Background: an optimization exercise with open tools, aiming at small area, a short achievable clock period and few clock cycles per item. Do not read the settings as production practice.
Only simulation tests tie the RTL to the original design; equivalence was not proved.
Power is estimated from default activity; no workload was simulated.

## flow/design.v

```verilog
module acc_correlator (
    input  wire        clk,
    input  wire        rst,              
    input  wire        cfg_valid,
    output wire        cfg_ready,
    input  wire [2:0]  cfg_op,
    input  wire [63:0] cfg_code,         
    input  wire [7:0]  cfg_len,
    input  wire [31:0] cfg_value,
    input  wire        cfg_detect_inv,
    input  wire        in_valid,
    output wire        in_ready,
    input  wire        in_bit,
    output wire        out_valid,
    output wire [2:0]  out_data,
    output wire        idle,
    output wire        configured,
    output wire        invert,
    output wire [5:0]  status,
    output wire        irq,
    output wire [15:0] bit_count,
    output wire [15:0] ambig_count,
    output wire [15:0] last_ambig_bit
);
    localparam [2:0] OP_RESET          = 3'd0;
    localparam [2:0] OP_CONFIG         = 3'd1;
    localparam [2:0] OP_SET_CODE       = 3'd2;
    localparam [2:0] OP_SET_THRESHOLD  = 3'd3;
    localparam [2:0] OP_SET_DETECT_INV = 3'd4;
    localparam [2:0] OP_CLEAR_STATUS   = 3'd5;
    localparam [2:0] OP_SET_IRQ_EN     = 3'd6;
    localparam ST_ILLEGAL_CMD     = 0;
    localparam ST_INVALID_PARAM   = 1;
    localparam ST_AMBIGUOUS_MATCH = 5;
    localparam [5:0] IRQ_EN_BITS  = 6'b100111;   
    reg [63:0] data_reg;
    reg [63:0] flag_reg;
    reg [63:0] invert_reg;
    reg [63:0] access_code;
    reg [63:0] inv_access_code;
    reg [63:0] mask;
    reg [31:0] threshold;
    reg        detect_inv;
    reg        invert_q;
    reg        mode_ready;
    reg [15:0] bit_count_q;
    reg [15:0] ambig_count_q;
    reg [15:0] last_ambig_bit_q;
    reg [5:0]  status_q;
    reg [5:0]  irq_en;
    assign cfg_ready = 1'b1;
    assign in_ready  = mode_ready;
    wire bit_fire = in_valid & in_ready;
    wire cfg_fire = cfg_valid & cfg_ready;
    wire [63:0] active = invert_q ? inv_access_code : access_code;
    wire [63:0] comp   = invert_q ? access_code     : inv_access_code;
    wire [63:0] diff     = (data_reg ^ active) & mask;
    wire [63:0] diff_inv = (data_reg ^ comp)   & mask;
    reg [6:0] wrong;
    reg [6:0] wrong_inv;
    integer i;
    always @(*) begin
        wrong     = 7'd0;
        wrong_inv = 7'd0;
        for (i = 0; i < 64; i = i + 1) begin
            wrong     = wrong     + {6'd0, diff[i]};
            wrong_inv = wrong_inv + {6'd0, diff_inv[i]};
        end
    end
    wire match     = ({25'd0, wrong} <= threshold);
    wire match_inv = detect_inv & ({25'd0, wrong_inv} <= threshold);
    wire ambiguous = match & match_inv;
    reg invert_next;
    always @(*) begin
        if (ambiguous)
            invert_next = invert_q;
        else if (match && invert_q)
            invert_next = 1'b0;
        else if (match_inv && !invert_q)
            invert_next = 1'b1;
        else
            invert_next = invert_q;
    end
    wire        len_ok   = (cfg_len <= 8'd64);
    wire [63:0] new_mask = (cfg_len == 8'd0) ? 64'd0 : ~(64'hFFFF_FFFF_FFFF_FFFF >> cfg_len);
    wire [63:0] new_code = cfg_code & new_mask;
    wire [5:0] status_after_bit = status_q |
                                  ((bit_fire && ambiguous) ? (6'd1 << ST_AMBIGUOUS_MATCH) : 6'd0);
    always @(posedge clk) begin
        if (rst) begin
            data_reg         <= 64'd0;
            flag_reg         <= 64'd0;
            invert_reg       <= 64'd0;
            access_code      <= 64'd0;
            inv_access_code  <= 64'hFFFF_FFFF_FFFF_FFFF;
            mask             <= 64'd0;
            threshold        <= 32'd0;
            detect_inv       <= 1'b0;
            invert_q         <= 1'b0;
            mode_ready       <= 1'b0;
            bit_count_q      <= 16'd0;
            ambig_count_q    <= 16'd0;
            last_ambig_bit_q <= 16'd0;
            status_q         <= 6'd0;
            irq_en           <= 6'd0;
        end else begin
            if (bit_fire) begin
                data_reg    <= {data_reg[62:0],   in_bit ^ invert_next};
                flag_reg    <= {flag_reg[62:0],   match | match_inv};
                invert_reg  <= {invert_reg[62:0], match_inv};
                invert_q    <= invert_next;
                bit_count_q <= bit_count_q + 16'd1;
                if (ambiguous) begin
                    ambig_count_q    <= ambig_count_q + 16'd1;
                    last_ambig_bit_q <= bit_count_q;
                end
            end
            status_q <= status_after_bit;
            if (cfg_fire) begin
                case (cfg_op)
                    OP_RESET: begin
                        data_reg         <= 64'd0;
                        flag_reg         <= 64'd0;
                        invert_reg       <= 64'd0;
                        access_code      <= 64'd0;
                        inv_access_code  <= 64'hFFFF_FFFF_FFFF_FFFF;
                        mask             <= 64'd0;
                        threshold        <= 32'd0;
                        detect_inv       <= 1'b0;
                        invert_q         <= 1'b0;
                        mode_ready       <= 1'b0;
                        bit_count_q      <= 16'd0;
                        ambig_count_q    <= 16'd0;
                        last_ambig_bit_q <= 16'd0;
                        status_q         <= 6'd0;
                        irq_en           <= 6'd0;
                    end
                    OP_CONFIG: begin
                        if (len_ok) begin
                            access_code      <= new_code;
                            inv_access_code  <= ~new_code;
                            mask             <= new_mask;
                            threshold        <= cfg_value;
                            detect_inv       <= cfg_detect_inv;
                            data_reg         <= 64'd0;
                            flag_reg         <= 64'd0;
                            invert_reg       <= 64'd0;
                            invert_q         <= 1'b0;
                            bit_count_q      <= 16'd0;
                            ambig_count_q    <= 16'd0;
                            last_ambig_bit_q <= 16'd0;
                            mode_ready       <= 1'b1;
                        end else begin
                            status_q <= status_after_bit | (6'd1 << ST_INVALID_PARAM);
                        end
                    end
                    OP_SET_CODE: begin
                        if (len_ok) begin
                            access_code     <= new_code;
                            inv_access_code <= ~new_code;
                            mask            <= new_mask;
                        end else begin
                            status_q <= status_after_bit | (6'd1 << ST_INVALID_PARAM);
                        end
                    end
                    OP_SET_THRESHOLD: begin
                        threshold <= cfg_value;
                    end
                    OP_SET_DETECT_INV: begin
                        detect_inv <= cfg_detect_inv;
                    end
                    OP_CLEAR_STATUS: begin
                        status_q <= status_after_bit & ~cfg_value[5:0];
                    end
                    OP_SET_IRQ_EN: begin
                        irq_en <= cfg_value[5:0] & IRQ_EN_BITS;
                    end
                    default: begin
                        status_q <= status_after_bit | (6'd1 << ST_ILLEGAL_CMD);
                    end
                endcase
            end
        end
    end
    assign out_valid      = bit_fire;
    assign out_data       = {invert_reg[63], flag_reg[63], data_reg[63]};
    assign idle           = 1'b1;
    assign configured     = mode_ready;
    assign invert         = invert_q;
    assign status         = status_q;
    assign irq            = |(status_q & irq_en);
    assign bit_count      = bit_count_q;
    assign ambig_count    = ambig_count_q;
    assign last_ambig_bit = last_ambig_bit_q;
endmodule
```

## flow/run.sh

```bash
#!/bin/bash
# synth_recipe.tcl (not shown) runs the flow's synth.tcl, then flattens the netlist and writes it again
# the make line also repeats each setting of config.mk as NAME=value (left out here)
make -C /OpenROAD-flow-scripts/flow DESIGN_CONFIG=/design/flow/config.mk WORK_HOME=/design/flow/orfs CLKGATE_MAP_FILE= SYNTH_SCRIPT=/design/flow/synth_recipe.tcl finish
```

## flow/config.mk

```make
export PLATFORM = sky130hd
export DESIGN_NAME = acc_correlator
export DESIGN_NICKNAME = acc_correlator
export VERILOG_FILES = /design/flow/design.v
export SDC_FILE = /design/flow/constraint.sdc
export NUM_CORES = 4
export LEC_CHECK = 0
export CAP_MARGIN = 20
export CORE_MARGIN = 2
export CORE_UTILIZATION = 40
export SLEW_MARGIN = 20
```

## flow/constraint.sdc

```tcl
create_clock -name core_clock -period 10.0 [get_ports {clk}]
set_input_delay 2.0000 -clock core_clock [delete_from_list [all_inputs] [get_ports {clk}]]
set_output_delay 2.0000 -clock core_clock [all_outputs]
set_load 0.01 [all_outputs]
```

==> flow_summary.yaml <==
die:
  pin_count: 177
  core_area_mm2: 0.0602
  rows: 90
  die_width_um: 251
  dieArea_mm2: 0.0629
  start_util: 0.404
  die_h_um: 251
power:
  ir_drop_mv: 0.134
  power_switching_w: 0.00113
  p_leak_nw: 9.89
  pwr-share-seq: 0.433
  comb_power_share: 0.099
  internal_power_w: 0.00332
  p_clk_frac: 0.468
  power_density_mw_per_mm2: 156
  swShare: 0.254
route:
  drt_first_pass_iters: 6
  wirelength_um: 70000
  ant_nets: 0
  post_drt_wl_per_cell_um: 18.4
  drc_errors: 0
  first_iter_violations: 1348
  via_count: 20100
  drt-vias-per-instance: 5.30
critical_path:
  critPathKind: "reg2reg"
  worstPathMaxFanout: 35
  timing.rr.start: "invert_q$_SDFF_PP0_"
  cp-start-kind: "flip-flop"
  r2r-end: "ambig_count_q[15]$_SDFF_PP0_"
  crit_slowest_cell: "dfxtp_4"
  worstRegToRegCells: 33
  cp-end-kind: "flip-flop"
  cp.arrival_ns: 9.94
  crit_start: "invert_q$_SDFF_PP0_"
  cpPeakStageDelay_ns: 0.82
  regToRegSetupSlack_ns: 0.60
  crit_path_frequent_cell: "fa_1"
  worstPathRequired_ns: 10.54
job:
  maxCapViolations: 0
clock_network:
  cts_buffers: 54
  ctsResizeCount: 0
  hold_buffers: 0
  cts_tree: "done"
  cts_root_buf: "clkbuf_16"
  cts_setup_buffers: 0
  insertion_delay_ns: 0.63
  cts.sinks: 477
  cts_buffer_depth: 3
  htree_levels: 2
  clk_pin_slew_ns: 0.06
layout:
  finalInstanceArea_mm2: 0.0285
  nNetsFinal: 3240
  post-route-util: 0.474
  final-instance-count-excl-fill: 3801
  mostFrequentLayoutCell: "nand2_1"
  syn_to_final_growth_pct: 17.3
  final_layout_size_suffix_gt1_frac: 0.0547
  most-common-layout-cells: "nand2_1 (629), dfxtp_1 (476), a21oi_1 (308), nor2_1 (190), clkdlybuf4s50_1 (173)"
sta:
  period_share: 0.940
  slew-limit-headroom: 0.250
  worst_pin_slew_ns: 1.12
  maxSlewViolCount: 0
  worst_slack_ns: 0.604
  hold_viol_final: 0
  fin_skew_ns: 0.0329
  period_minus_slack_ns: 9.40
  maxClockFrequency_ghz: 0.106
  tns_ns: 0
  finalSetupViolCount: 0
  rsz0062_at_grt: "false"
global_routing:
  grt_pass1_wl_um: 110000
  met1_usage: 0.284
  met3_usage: 0.0420
  grt_overflow: 0
  grt.busiest_layer: "met2"
  antenna_found_initial: 8
  gr-usage-met2: 0.369
  grt_max_degree: 150
  grt_pass1_vias: 19800
  track_usage: 0.220
placement:
  dp_slack_ns: 0.617
  placed_cell_area_mm2: 0.0266
  dp.cells: 3697
  gp_congestion: 0.939
  hpwl_um: 49600
  numPortBuffers: 174
synthesis:
  synth_enable_flop_cells: 0
  seq_area_frac_synth: 0.392
  ys_ff_latch: 477
  ys.flop_type: "dfxtp_1"
  synthCells: 2899
  syn_area_mm2: 0.0243
  synth_cell_types: 63
  async_flop_share: 0
  avgSynthCellArea_um2: 8.40
  ys_warn_count: 1
worst_hold_path:
  worstHoldStart: "flag_reg[49]$_SDFF_PP0_"
  hold_depth: 2
  hp-class: "reg2reg"
  holdPathEnd: "flag_reg[50]$_SDFF_PP0_"
outcome:
  status: "timing/DRC/antenna clean"
how the worst max path moves through the flow:
| stage | endpoint | slack, ns |
|---|---|---|
| after floorplan | ambig_count_q[10]$_SDFF_PP0_ | 1.06 |
| after global placement | ambig_count_q[15]$_SDFF_PP0_ | 0.75 |
| after detailed placement | ambig_count_q[15]$_SDFF_PP0_ | 0.62 |
| after CTS | ambig_count_q[15]$_SDFF_PP0_ | 0.61 |
| after global routing | last_ambig_bit_q[10]$_SDFF_PP0_ | 0.05 |
| final | ambig_count_q[15]$_SDFF_PP0_ | 0.60 |
kinds of logic after synthesis:
logic type / count (synthesis) / synth area share
muxes: 128 / 0.0526
DFF: 477 / 0.392
xor gates and xnor gates: 165 / 0.0594
adders and majority gates: 154 / 0.112
other: 1 / 0.000154
and+or+nand+nor: 1142 / 0.206
buffers and inverters: 306 / 0.0494
AOI/OAI and AO/OA: 526 / 0.128
power groups by stage:
stage	Sequential (W)	Clock, W	Combinational (W)
finish	0.00193	0.00208	0.000443
global placement	0.00197	0	0.000427
detailed placement	0.00197	0	0.000437
floorplan	0.00197	0	0.000279
CTS	0.00193	0.00213	0.000441
global route	0.00193	0.00220	0.000486
critical path, delay by kind of cell (launching register included):
kind / cells / cell delay (ns)
compound gates: 9 / 1.51
xor+xnor: 1 / 0.08
fa+ha+maj: 11 / 4.80
buf+inv: 8 / 1.22
flops: 1 / 0.82
mux: 1 / 0.25
simple gates: 3 / 0.61
layout make-up:
| class | count | area (um^2) |
|---|---|---|
| diodes | 1 | 2.50 |
| clock buffers | 77 | 1500 |
| clock inverters | 24 | 379 |
| fillers | 5675 | 31700 |
| inverters | 121 | 459 |
| multi-input cells | 2117 | 13600 |
| flip-flops and latches | 477 | 9550 |
| well taps | 782 | 978 |
| repair buffers | 202 | 2040 |
Yosys cell counts (42+ instances only):
cell type,instances,area [um^2]
nand2_1,630,2360
dfxtp_1,477,9550
a21oi_1,309,1550
nor2_1,190,713
xnor2_1,152,1330
mux2i_1,128,1280
clkbuf_1,127,477
inv_1,121,454
fa_1,108,2160
and2_1,96,601
nand3_1,78,390
ha_1,46,576
a31oi_1,42,263
metal layers:
metal,part of all wire,routed length [um],up-vias
li1,-,-,9736
met2,0.48,33500,508
met5,0.0012,82,-
met4,0.029,2070,12
met1,0.44,30500,9755
met3,0.056,3910,133
through the flow:
| step | total power (W) | hold slack [ns] |
|---|---|---|
| after CTS | 0.00450 | 0.448 |
| after global placement | 0.00240 | 0.436 |
| after detailed placement | 0.00241 | 0.444 |
| after global routing | 0.00461 | 0.464 |
| final | 0.00445 | 0.443 |
| after floorplan | 0.00225 | 0.432 |
Testbench counts, summed over its fixed seeds: cycles 32,008, items 32,000.

static timing again, ports no longer ideal:
No port has a modelled driver above. Below, the same layout with a new extraction and two added sets of constraints. Step 1 sets driving cells, clkbuf_16 on the clock port and buf_2 on the other inputs (assumed; they add their load-dependent delay and slew). Step 2 times the ports against the registers' clock, not the clock port: input delays grow and output delays shrink by t, the midpoint of the rising clock arrivals with the driver on. Slacks: ideal / step 1 / step 2; pairs: ideal / step 1.
shift t [ns]: 0.667
slack for setup (ns): 0.604 / 0.604 / 0.604
cell pins on the clock port's net: 1
After both steps setup and hold are still met in this run. The setup slack of this run moves by 0.000 ns with the drivers and by 0.000 ns with both steps.
